This is an optimization exercise on Yosys and OpenROAD, whose aim is small area, not a production implementation.
The RTL of this run was laid out without a check of its function.
Power is estimated from default activity; no workload was simulated.

**design/flow/run.sh**
```bash
#!/bin/bash
# synth_recipe.tcl (not shown) runs the flow's synth.tcl, then flattens the netlist and writes it again
# the make line also repeats each setting of config.mk as NAME=value (left out here)
make -C /OpenROAD-flow-scripts/flow DESIGN_CONFIG=/design/flow/config.mk WORK_HOME=/design/flow/orfs CLKGATE_MAP_FILE= SYNTH_SCRIPT=/design/flow/synth_recipe.tcl finish
```
**design/flow/config.mk**
```make
export PLATFORM = sky130hd
export DESIGN_NAME = rpirf_pltc
export DESIGN_NICKNAME = rpirf_pltc
export VERILOG_FILES = /design/flow/design.v
export SDC_FILE = /design/flow/constraint.sdc
export NUM_CORES = 4
export LEC_CHECK = 0
export CAP_MARGIN = 20
export CORE_MARGIN = 2
export CORE_UTILIZATION = 40
export SLEW_MARGIN = 20
```
**design/flow/constraint.sdc**
```tcl
create_clock -name core_clock -period 12.0 [get_ports {clk}]
set_input_delay 2.4000 -clock core_clock [delete_from_list [all_inputs] [get_ports {clk}]]
set_output_delay 2.4000 -clock core_clock [all_outputs]
set_load 0.01 [all_outputs]
```
**design/flow/design.v**
```verilog
module pltc_lut (
    input  wire [2:0]  idx,
    output reg  [31:0] w0,
    output reg  [31:0] w1
);
    always @(*) begin
        case (idx)
            3'd0: begin w0 = 32'h1F01015E; w1 = 32'h01030301; end
            3'd1: begin w0 = 32'h0A01028A; w1 = 32'h01020201; end
            3'd2: begin w0 = 32'h471E0064; w1 = 32'h06090B04; end
            3'd3: begin w0 = 32'h0601017C; w1 = 32'h01030301; end
            3'd4: begin w0 = 32'h0E0601F4; w1 = 32'h01020201; end
            3'd5: begin w0 = 32'h0A0100C8; w1 = 32'h01010501; end
            default: begin w0 = 32'h0; w1 = 32'h0; end
        endcase
    end
endmodule
module pltc_encoder (
    input  wire [63:0] code,
    input  wire [31:0] bitlen,
    output reg  [31:0] llen,
    output wire        widen,
    output wire [31:0] txlen
);
    reg [6:0] w;
    integer i;
    always @(*) begin
        w = 7'd0;
        for (i = 0; i < 64; i = i + 1)
            if (code[i]) w = i[6:0] + 7'd1;
    end
    always @(*) begin
        if ({27'd0, w} > ({2'b00, bitlen} + 34'd2))
            llen = {25'd0, w} - 32'd2;
        else
            llen = bitlen;
    end
    assign widen = (code > 64'd16777216);
    assign txlen = widen ? 32'd32 : bitlen;
endmodule
module rpirf_pltc (
    input  wire        clk,
    input  wire        rst,           
    input  wire        bus_valid,
    input  wire        bus_we,
    input  wire [7:0]  bus_addr,
    input  wire [31:0] bus_wdata,
    output reg  [31:0] bus_rdata,
    output reg         bus_err,
    output reg         drv_req,
    output reg  [1:0]  drv_op,
    input  wire        drv_ack,
    input  wire        drv_err,
    output wire        line_level,
    output wire        line_owned
);
    localparam integer CLK_PER_US = 10;
    localparam [1:0] ST_NONE = 2'd0, ST_ENABLED = 2'd1, ST_DISABLED = 2'd2;
    localparam [1:0] RELEASE_FAIL_STATE = ST_ENABLED;
    localparam [3:0] R_OK = 4'd0, R_NOT_INIT = 4'd1, R_DOUBLE_TEARDOWN = 4'd2,
                     R_IO = 4'd3, R_RELEASE = 4'd4, R_ACQUIRE = 4'd5,
                     R_BAD_PROTOCOL = 4'd6, R_LINE_OWNED = 4'd7, R_BAD_CMD = 4'd8;
    localparam [1:0] OP_SET_LOW = 2'b00, OP_SET_HIGH = 2'b01,
                     OP_ACQUIRE = 2'b10, OP_RELEASE = 2'b11;
    localparam [1:0] CMD_NONE = 2'd0, CMD_INIT = 2'd1, CMD_SEND = 2'd2, CMD_CLEANUP = 2'd3;
    localparam [1:0] SQ_IDLE = 2'd0, SQ_DRV = 2'd1, SQ_HOLD = 2'd2;
    localparam [2:0] PH_SETH = 3'd0, PH_HOLDH = 3'd1, PH_SETL = 3'd2,
                     PH_HOLDL = 3'd3, PH_GAP = 3'd4;
    reg [1:0]  state;
    reg        busy;
    reg        reject;
    reg [3:0]  result;
    reg [31:0] arg_proto, arg_repeat, arg_pulse, arg_bitlen;
    reg [31:0] code_lo, code_hi;
    reg [2:0]  dev_proto;
    reg [31:0] dev_repeat, dev_pulse, dev_bitlen;
    reg        level, owned;
    reg [1:0]  cur_cmd;
    reg [1:0]  sq;
    reg [2:0]  phase;
    reg        in_sync;       
    reg [31:0] bit_idx;       
    reg [31:0] rep_left;      
    reg [63:0] lcode;         
    reg [31:0] llen;          
    reg [40:0] timer_us;      
    reg [3:0]  presc;         
    reg [2:0]  pend_proto;
    reg [31:0] pend_repeat, pend_pulse, pend_bitlen;
    assign line_level = level;
    assign line_owned = owned;
    wire [31:0] dev_w0, dev_w1;
    pltc_lut u_lut_dev (.idx(dev_proto), .w0(dev_w0), .w1(dev_w1));
    wire [2:0]  rd_lut_idx = bus_addr[5:3];
    wire [31:0] rd_w0, rd_w1;
    pltc_lut u_lut_rd (.idx(rd_lut_idx), .w0(rd_w0), .w1(rd_w1));
    wire [7:0] sync_h = dev_w0[23:16];
    wire [7:0] sync_l = dev_w0[31:24];
    wire [7:0] zero_h = dev_w1[7:0];
    wire [7:0] zero_l = dev_w1[15:8];
    wire [7:0] one_h  = dev_w1[23:16];
    wire [7:0] one_l  = dev_w1[31:24];
    wire [63:0] code = {code_hi, code_lo};
    wire [31:0] enc_llen;
    wire        enc_widen;
    wire [31:0] enc_txlen;
    pltc_encoder u_enc (
        .code(code), .bitlen(dev_bitlen),
        .llen(enc_llen), .widen(enc_widen), .txlen(enc_txlen)
    );
    wire [31:0] str_pos  = llen - 32'd1 - bit_idx;    
    wire        in_str   = (bit_idx < llen);
    wire        str_bit  = (str_pos < 32'd64) ? lcode[str_pos[5:0]] : 1'b0;
    wire        is_zero  = in_str && !str_bit;
    wire [7:0] cur_h = in_sync ? sync_h : (is_zero ? zero_h : one_h);
    wire [7:0] cur_l = in_sync ? sync_l : (is_zero ? zero_l : one_l);
    wire [40:0] hold_h = cur_h * dev_pulse;
    wire [40:0] hold_l = cur_l * dev_pulse;
    wire        pulse_zero = (dev_pulse == 32'd0);
    wire        last_bit = (bit_idx + 32'd1 == dev_bitlen);
    wire        tick     = (presc == CLK_PER_US[3:0] - 4'd1);
    wire acc_ok  = bus_valid && (bus_addr[1:0] == 2'b00);
    wire wr_cmd  = acc_ok && bus_we && (bus_addr == 8'h00);
    reg [31:0] rd_val;
    always @(*) begin
        case (bus_addr)
            8'h04: rd_val = {24'd0, result, reject, busy, state};
            8'h08: rd_val = arg_proto;
            8'h0C: rd_val = arg_repeat;
            8'h10: rd_val = arg_pulse;
            8'h14: rd_val = arg_bitlen;
            8'h18: rd_val = code_lo;
            8'h1C: rd_val = code_hi;
            8'h20: rd_val = {29'd0, dev_proto};
            8'h24: rd_val = dev_repeat;
            8'h28: rd_val = dev_pulse;
            8'h2C: rd_val = dev_bitlen;
            8'h30: rd_val = {30'd0, owned, level};
            default: begin
                if (bus_addr >= 8'h40 && bus_addr < 8'h70)
                    rd_val = bus_addr[2] ? rd_w1 : rd_w0;
                else
                    rd_val = 32'd0;
            end
        endcase
    end
    always @(posedge clk) begin
        if (rst) begin
            state       <= ST_NONE;
            busy        <= 1'b0;
            reject      <= 1'b0;
            result      <= R_OK;
            arg_proto   <= 32'd0;
            arg_repeat  <= 32'd0;
            arg_pulse   <= 32'd0;
            arg_bitlen  <= 32'd0;
            code_lo     <= 32'd0;
            code_hi     <= 32'd0;
            dev_proto   <= 3'd0;
            dev_repeat  <= 32'd0;
            dev_pulse   <= 32'd0;
            dev_bitlen  <= 32'd0;
            level       <= 1'b0;
            owned       <= 1'b0;
            cur_cmd     <= CMD_NONE;
            sq          <= SQ_IDLE;
            phase       <= PH_SETH;
            in_sync     <= 1'b0;
            bit_idx     <= 32'd0;
            rep_left    <= 32'd0;
            lcode       <= 64'd0;
            llen        <= 32'd0;
            timer_us    <= 41'd0;
            presc       <= 4'd0;
            pend_proto  <= 3'd0;
            pend_repeat <= 32'd0;
            pend_pulse  <= 32'd0;
            pend_bitlen <= 32'd0;
            drv_req     <= 1'b0;
            drv_op      <= OP_SET_LOW;
            bus_rdata   <= 32'd0;
            bus_err     <= 1'b0;
        end else begin
            bus_err <= bus_valid && (bus_addr[1:0] != 2'b00);
            if (acc_ok && !bus_we)
                bus_rdata <= rd_val;
            if (acc_ok && bus_we) begin
                case (bus_addr)
                    8'h08: arg_proto  <= bus_wdata;
                    8'h0C: arg_repeat <= bus_wdata;
                    8'h10: arg_pulse  <= bus_wdata;
                    8'h14: arg_bitlen <= bus_wdata;
                    8'h18: code_lo    <= bus_wdata;
                    8'h1C: code_hi    <= bus_wdata;
                    default: ;
                endcase
            end
            if (wr_cmd) begin
                if (busy) begin
                    reject <= 1'b1;
                end else begin
                    reject <= 1'b0;
                    case (bus_wdata)
                        32'd1: begin  
                            if (state == ST_ENABLED || owned)
                                result <= R_LINE_OWNED;
                            else if (arg_proto < 32'd1 || arg_proto > 32'd6)
                                result <= R_BAD_PROTOCOL;
                            else begin
                                pend_proto  <= arg_proto[2:0] - 3'd1;
                                pend_repeat <= arg_repeat;
                                pend_pulse  <= arg_pulse;
                                pend_bitlen <= arg_bitlen;
                                busy    <= 1'b1;
                                cur_cmd <= CMD_INIT;
                                sq      <= SQ_DRV;
                                drv_req <= 1'b1;
                                drv_op  <= OP_ACQUIRE;
                            end
                        end
                        32'd2: begin  
                            if (state != ST_ENABLED)
                                result <= R_NOT_INIT;
                            else begin
                                lcode <= code;
                                llen  <= enc_llen;
                                if (enc_widen)
                                    dev_bitlen <= 32'd32;
                                if (dev_repeat == 32'd0)
                                    result <= R_OK;
                                else begin
                                    busy     <= 1'b1;
                                    cur_cmd  <= CMD_SEND;
                                    sq       <= SQ_DRV;
                                    phase    <= PH_SETH;
                                    in_sync  <= (enc_txlen == 32'd0);
                                    bit_idx  <= 32'd0;
                                    rep_left <= dev_repeat;
                                    drv_req  <= 1'b1;
                                    drv_op   <= OP_SET_HIGH;
                                end
                            end
                        end
                        32'd3: begin  
                            if (state == ST_NONE)
                                result <= R_NOT_INIT;
                            else if (state == ST_DISABLED)
                                result <= R_DOUBLE_TEARDOWN;
                            else begin
                                busy    <= 1'b1;
                                cur_cmd <= CMD_CLEANUP;
                                sq      <= SQ_DRV;
                                drv_req <= 1'b1;
                                drv_op  <= OP_RELEASE;
                            end
                        end
                        default: result <= R_BAD_CMD;
                    endcase
                end
            end
            if (busy) begin
                case (sq)
                    SQ_DRV: begin
                        if (drv_ack) begin
                            drv_req <= 1'b0;
                            case (cur_cmd)
                                CMD_INIT: begin
                                    if (drv_err)
                                        result <= R_ACQUIRE;
                                    else begin
                                        dev_proto  <= pend_proto;
                                        dev_repeat <= pend_repeat;
                                        dev_pulse  <= pend_pulse;
                                        dev_bitlen <= pend_bitlen;
                                        state      <= ST_ENABLED;
                                        owned      <= 1'b1;
                                        level      <= 1'b0;
                                        result     <= R_OK;
                                    end
                                    busy    <= 1'b0;
                                    cur_cmd <= CMD_NONE;
                                    sq      <= SQ_IDLE;
                                end
                                CMD_CLEANUP: begin
                                    if (drv_err) begin
                                        state  <= RELEASE_FAIL_STATE;
                                        result <= R_RELEASE;
                                    end else begin
                                        state  <= ST_DISABLED;
                                        owned  <= 1'b0;
                                        result <= R_OK;
                                    end
                                    busy    <= 1'b0;
                                    cur_cmd <= CMD_NONE;
                                    sq      <= SQ_IDLE;
                                end
                                default: begin  
                                    if (drv_err) begin
                                        result  <= R_IO;
                                        busy    <= 1'b0;
                                        cur_cmd <= CMD_NONE;
                                        sq      <= SQ_IDLE;
                                    end else if (phase == PH_SETH) begin
                                        level <= 1'b1;
                                        if (pulse_zero) begin
                                            phase   <= PH_SETL;
                                            drv_req <= 1'b1;
                                            drv_op  <= OP_SET_LOW;
                                        end else begin
                                            phase    <= PH_HOLDH;
                                            sq       <= SQ_HOLD;
                                            timer_us <= hold_h;
                                            presc    <= 4'd0;
                                        end
                                    end else begin  
                                        level <= 1'b0;
                                        if (!pulse_zero) begin
                                            phase    <= PH_HOLDL;
                                            sq       <= SQ_HOLD;
                                            timer_us <= hold_l;
                                            presc    <= 4'd0;
                                        end else if (in_sync) begin
                                            phase    <= PH_GAP;
                                            sq       <= SQ_HOLD;
                                            timer_us <= 41'd1;
                                            presc    <= 4'd0;
                                        end else begin
                                            bit_idx <= bit_idx + 32'd1;
                                            in_sync <= last_bit;
                                            phase   <= PH_SETH;
                                            drv_req <= 1'b1;
                                            drv_op  <= OP_SET_HIGH;
                                        end
                                    end
                                end
                            endcase
                        end
                    end
                    SQ_HOLD: begin
                        if (!tick) begin
                            presc <= presc + 4'd1;
                        end else begin
                            presc    <= 4'd0;
                            timer_us <= timer_us - 41'd1;
                            if (timer_us == 41'd1) begin
                                case (phase)
                                    PH_HOLDH: begin
                                        phase   <= PH_SETL;
                                        sq      <= SQ_DRV;
                                        drv_req <= 1'b1;
                                        drv_op  <= OP_SET_LOW;
                                    end
                                    PH_HOLDL: begin
                                        if (in_sync) begin
                                            phase    <= PH_GAP;
                                            timer_us <= 41'd1;
                                        end else begin
                                            bit_idx <= bit_idx + 32'd1;
                                            in_sync <= last_bit;
                                            phase   <= PH_SETH;
                                            sq      <= SQ_DRV;
                                            drv_req <= 1'b1;
                                            drv_op  <= OP_SET_HIGH;
                                        end
                                    end
                                    default: begin  
                                        if (rep_left == 32'd1) begin
                                            result  <= R_OK;
                                            busy    <= 1'b0;
                                            cur_cmd <= CMD_NONE;
                                            sq      <= SQ_IDLE;
                                        end else begin
                                            rep_left <= rep_left - 32'd1;
                                            bit_idx  <= 32'd0;
                                            in_sync  <= (dev_bitlen == 32'd0);
                                            phase    <= PH_SETH;
                                            sq       <= SQ_DRV;
                                            drv_req  <= 1'b1;
                                            drv_op   <= OP_SET_HIGH;
                                        end
                                    end
                                endcase
                            end
                        end
                    end
                    default: ;
                endcase
            end
        end
    end
endmodule
```
==> impl_metrics.env <==
export IMPL_start_util=0.403
export IMPL_wl_per_cell_um=24.1
export IMPL_fin_crit_sh=0.866
export IMPL_setup_viol=0
export IMPL_die_w_um=341
export IMPL_slew_viol_final=0
export IMPL_reg2reg_depth=31
export IMPL_synth_edf_count=0
export IMPL_cts_max_path_buffers=3
export IMPL_async_reset_ff_frac=0
export IMPL_ctsResizeCount=0
export IMPL_cpMostUsedCell="fa_1"
export IMPL_synthDistinctLibCells=95
export IMPL_rows=123
export IMPL_cts_tree="done"
export IMPL_start_kind="flop"
export IMPL_vdd_ir_drop_max_v=0.0000976
export IMPL_max_cap_viol_count=0
export IMPL_fin_crit_ns=10.39
export IMPL_top_register="lcode"
export IMPL_min_path_type="reg2reg"
export IMPL_clock_skew_ns=0.0243
export IMPL_powerDensity_nw_per_um2=93.0
export IMPL_r2r_slack_ns=1.61
export IMPL_largest_reg_flops=64
export IMPL_area_growth_pct=9.87
export IMPL_ant_nets=0
export IMPL_ys_warn_count=3
export IMPL_synthesis_nets=6533
export IMPL_fin_util=0.443
export IMPL_finalHoldViolCount=0
export IMPL_fin_setup_tns_ns=0
export IMPL_slew_headroom=0.236
export IMPL_worst_setup_path_type="reg2reg"
export IMPL_netlist_area_leader_share=0.286
export IMPL_p_leak_nw=19.3
export IMPL_grt_max_degree=194
export IMPL_numClockSinks=649
export IMPL_worst_pin_slew_ns=1.15
export IMPL_path_buf_inv=3
export IMPL_dp_hpwl_um=130000
export IMPL_clk_pin_slew_worst_paths_ns=0.06
export IMPL_path_depth=31
export IMPL_fin_nets=6374
export IMPL_synth_seq_cells=649
export IMPL_cts_root_buf="clkbuf_16"
export IMPL_cts_setup_buffers=0
export IMPL_antenna_found_initial=5
export IMPL_grtUsageTotal=0.300
export IMPL_max_stage_delay_ns=1.02
export IMPL_cts_buffers=75
export IMPL_via_per_inst=6.01
export IMPL_drive_gt1_frac=0.0574
export IMPL_grt_setup_unrepaired="no"
export IMPL_die_h_um=341
export IMPL_synth_flop_cell="dfxtp_1"
export IMPL_grt_pass1_wl_um=268000
export IMPL_port_buffers=83
export IMPL_synth_avg_cell_area_um2=7.54
export IMPL_ys_top_cells_by_area="dfxtp_1, nand2_1, fa_1"
export IMPL_die_area_um2=116000
export IMPL_cp_top_family="compound AO/OA/AOI/OAI gates"
export IMPL_syn_inst=6026
export IMPL_drt_first_pass_iters=11
export IMPL_htreeDepth=3
export IMPL_endpoint_kind="flop"
export IMPL_r2r_start="bit_idx[0]"
export IMPL_max_freq_mhz=96.2
export IMPL_finalPower_mw=4.64
export IMPL_required_ns=12.52
export IMPL_wl_um=179000
export IMPL_hold_buffers=0
export IMPL_crit_fanout=24
export IMPL_drt_iter0_markers=5272
export IMPL_crit_end="timer_us[37]"
export IMPL_r2r_end="timer_us[37]"
export IMPL_core_um2=113000
export IMPL_arrival_ns=10.91
export IMPL_slowest_stage="fa_1"
export IMPL_fillers=11400
export IMPL_syn_area_um2=45400
export IMPL_clock_latency_ns=0.65
export IMPL_grt_pass1_vias=42000
export IMPL_ios=84
export IMPL_place_congestion=0.985
export IMPL_yosysTopAreaCell="dfxtp_1"
export IMPL_crit_path_start="bit_idx[0]"
export IMPL_drc=0
export IMPL_reg_top3="lcode: 64 flops, timer_us: 41 flops"
export IMPL_num_vias=44600
export IMPL_overflow=0
export IMPL_status="complete, no violations"
export IMPL_ys_seq_area_frac=0.286
## final cells by class
type	count	area [µm²]	area share
Sequential cell	649	13000	0.260
Tap cell	1500	1880	0.0376
Clock inverter	23	273	0.00546
Clock buffer	110	2200	0.0441
Multi-Input combinational cell	4491	29200	0.586
Antenna cell	1	2.50	0.0000501
Timing Repair Buffer	175	1560	0.0313
Inverter	475	1780	0.0357
## worst reg2reg max path, delay by kind of cell (launching register included)
family,cells,cell delay [ns]
AND/OR/NAND/NOR,5,0.80
multiplexers,4,1.50
adder cells (fa/ha/maj),7,3.59
AO/OA/AOI/OAI,12,3.74
buffers and inverters,3,0.25
flip-flops,1,0.38
## power breakdown
group	leakage [nW]	switching, mW	internal (mW)
Sequential	5.23	0.00430	2.16
Combinational	12.8	0.0985	0.0324
Clock	1.22	0.987	1.36
## per-stage QoR
stage | worst slack [ns] | instances | hold WS, ns | instance area, µm²
5_1_grt | 1.05 | 7423 | 0.469 | 49900
3_3_place_gp | 1.79 | 7290 | 0.438 | 47400
6_report | 1.61 | 7424 | 0.449 | 49900
3_5_place_dp | 1.63 | 7290 | 0.443 | 47400
4_1_cts | 1.59 | 7423 | 0.450 | 49900
2_1_floorplan | 3.08 | 6026 | 0.432 | 45400
## layout by cell type, fill, tap and decap left out, types with 28 or more instances in the layout
cell / synthesis / layout
nand2_1: 1330 / 1326
a21oi_1: 691 / 690
dfxtp_1: 649 / 649
inv_1: 473 / 472
nor2_1: 364 / 347
ha_1: 250 / 250
fa_1: 211 / 211
o21ai_0: 196 / 194
nor3_1: 127 / 125
nand3_1: 118 / 118
xnor2_1: 97 / 97
nor4_1: 94 / 94
buf_4: 0 / 89
clkdlybuf4s50_1: 0 / 82
clkbuf_16: 0 / 78
a22oi_1: 74 / 74
nand4_1: 55 / 55
a222oi_1: 55 / 55
and2_1: 53 / 50
xor2_1: 49 / 49
nand2b_1: 47 / 47
a31oi_1: 44 / 44
a211oi_1: 44 / 44
a221oi_1: 43 / 43
o21a_1: 41 / 41
and3_1: 36 / 36
or3_1: 36 / 35
o221a_2: 29 / 29
a21o_1: 28 / 28
## layer usage
metal,GRT usage,vias up,share of wire,routed length [µm]
met5,0,-,0.00016,29
met4,0.163,4,0.062,11200
met3,0.0496,482,0.096,17100
met2,0.456,2333,0.43,76700
met1,0.407,21400,0.41,74000
li1,-,20400,-,-
## cell families (layout without fill, tap and decap cells)
kind of cell    Yosys count  after routing  synth area share
simple gates           2371           2371             0.230
compound gates         1467           1467             0.204
buf+inv                 886            783            0.0745
flops                   649            649             0.286
fa+ha+maj               461            461             0.162
xor+xnor                146            146            0.0281
mux                      46             46            0.0159
other cells               0              1                 0
## cell usage after synthesis, types with 49 or more instances
| cell | n |
|---|---|
| nand4_1 | 55 |
| a22oi_1 | 74 |
| nor3_1 | 127 |
| o21ai_0 | 196 |
| and2_1 | 53 |
| xnor2_1 | 97 |
| nor4_1 | 94 |
| fa_1 | 211 |
| a21oi_1 | 691 |
| a222oi_1 | 55 |
| inv_1 | 473 |
| xor2_1 | 49 |
| nor2_1 | 364 |
| nand3_1 | 118 |
| clkbuf_1 | 366 |
| dfxtp_1 | 649 |
| ha_1 | 250 |
| nand2_1 | 1330 |
## how the worst min path moves through the flow
stage                           to  depth (start not counted)  slack (ns)             from
floorplan            dev_pulse[10]                          2        0.43   pend_pulse[10]
global placement     dev_pulse[19]                          2        0.44   pend_pulse[19]
detailed placement  dev_repeat[15]                          2        0.44  pend_repeat[15]
CTS                 dev_repeat[16]                          2        0.45  pend_repeat[16]
global route        dev_repeat[11]                          2        0.47  pend_repeat[11]
finish               dev_repeat[4]                          2        0.45   pend_repeat[4]

-- re-timing with driven ports --
Ports are ideal in the flow. The routed layout listed here was re-timed in OpenROAD.
Step 1 assumes that a clkbuf_16 drives the clock port and a buf_2 every other input.
Step 2 moves the port delays by t, midway between the first and last clock arrival at a register: inputs arrive t later, outputs are due t later. That takes back most of the time a late clock gives input paths.
a / b / c = ideal ports / drivers / drivers and shift; a / b = the first two.
t (ns): 0.710
slack for setup (ns): 1.608 / 1.608 / 1.608
worst data-port slew with drivers (ns): 0.13
After both steps this run still meets setup and hold. For this run, drivers alone change the setup slack by 0.000 ns; drivers and shift together by 0.000 ns.
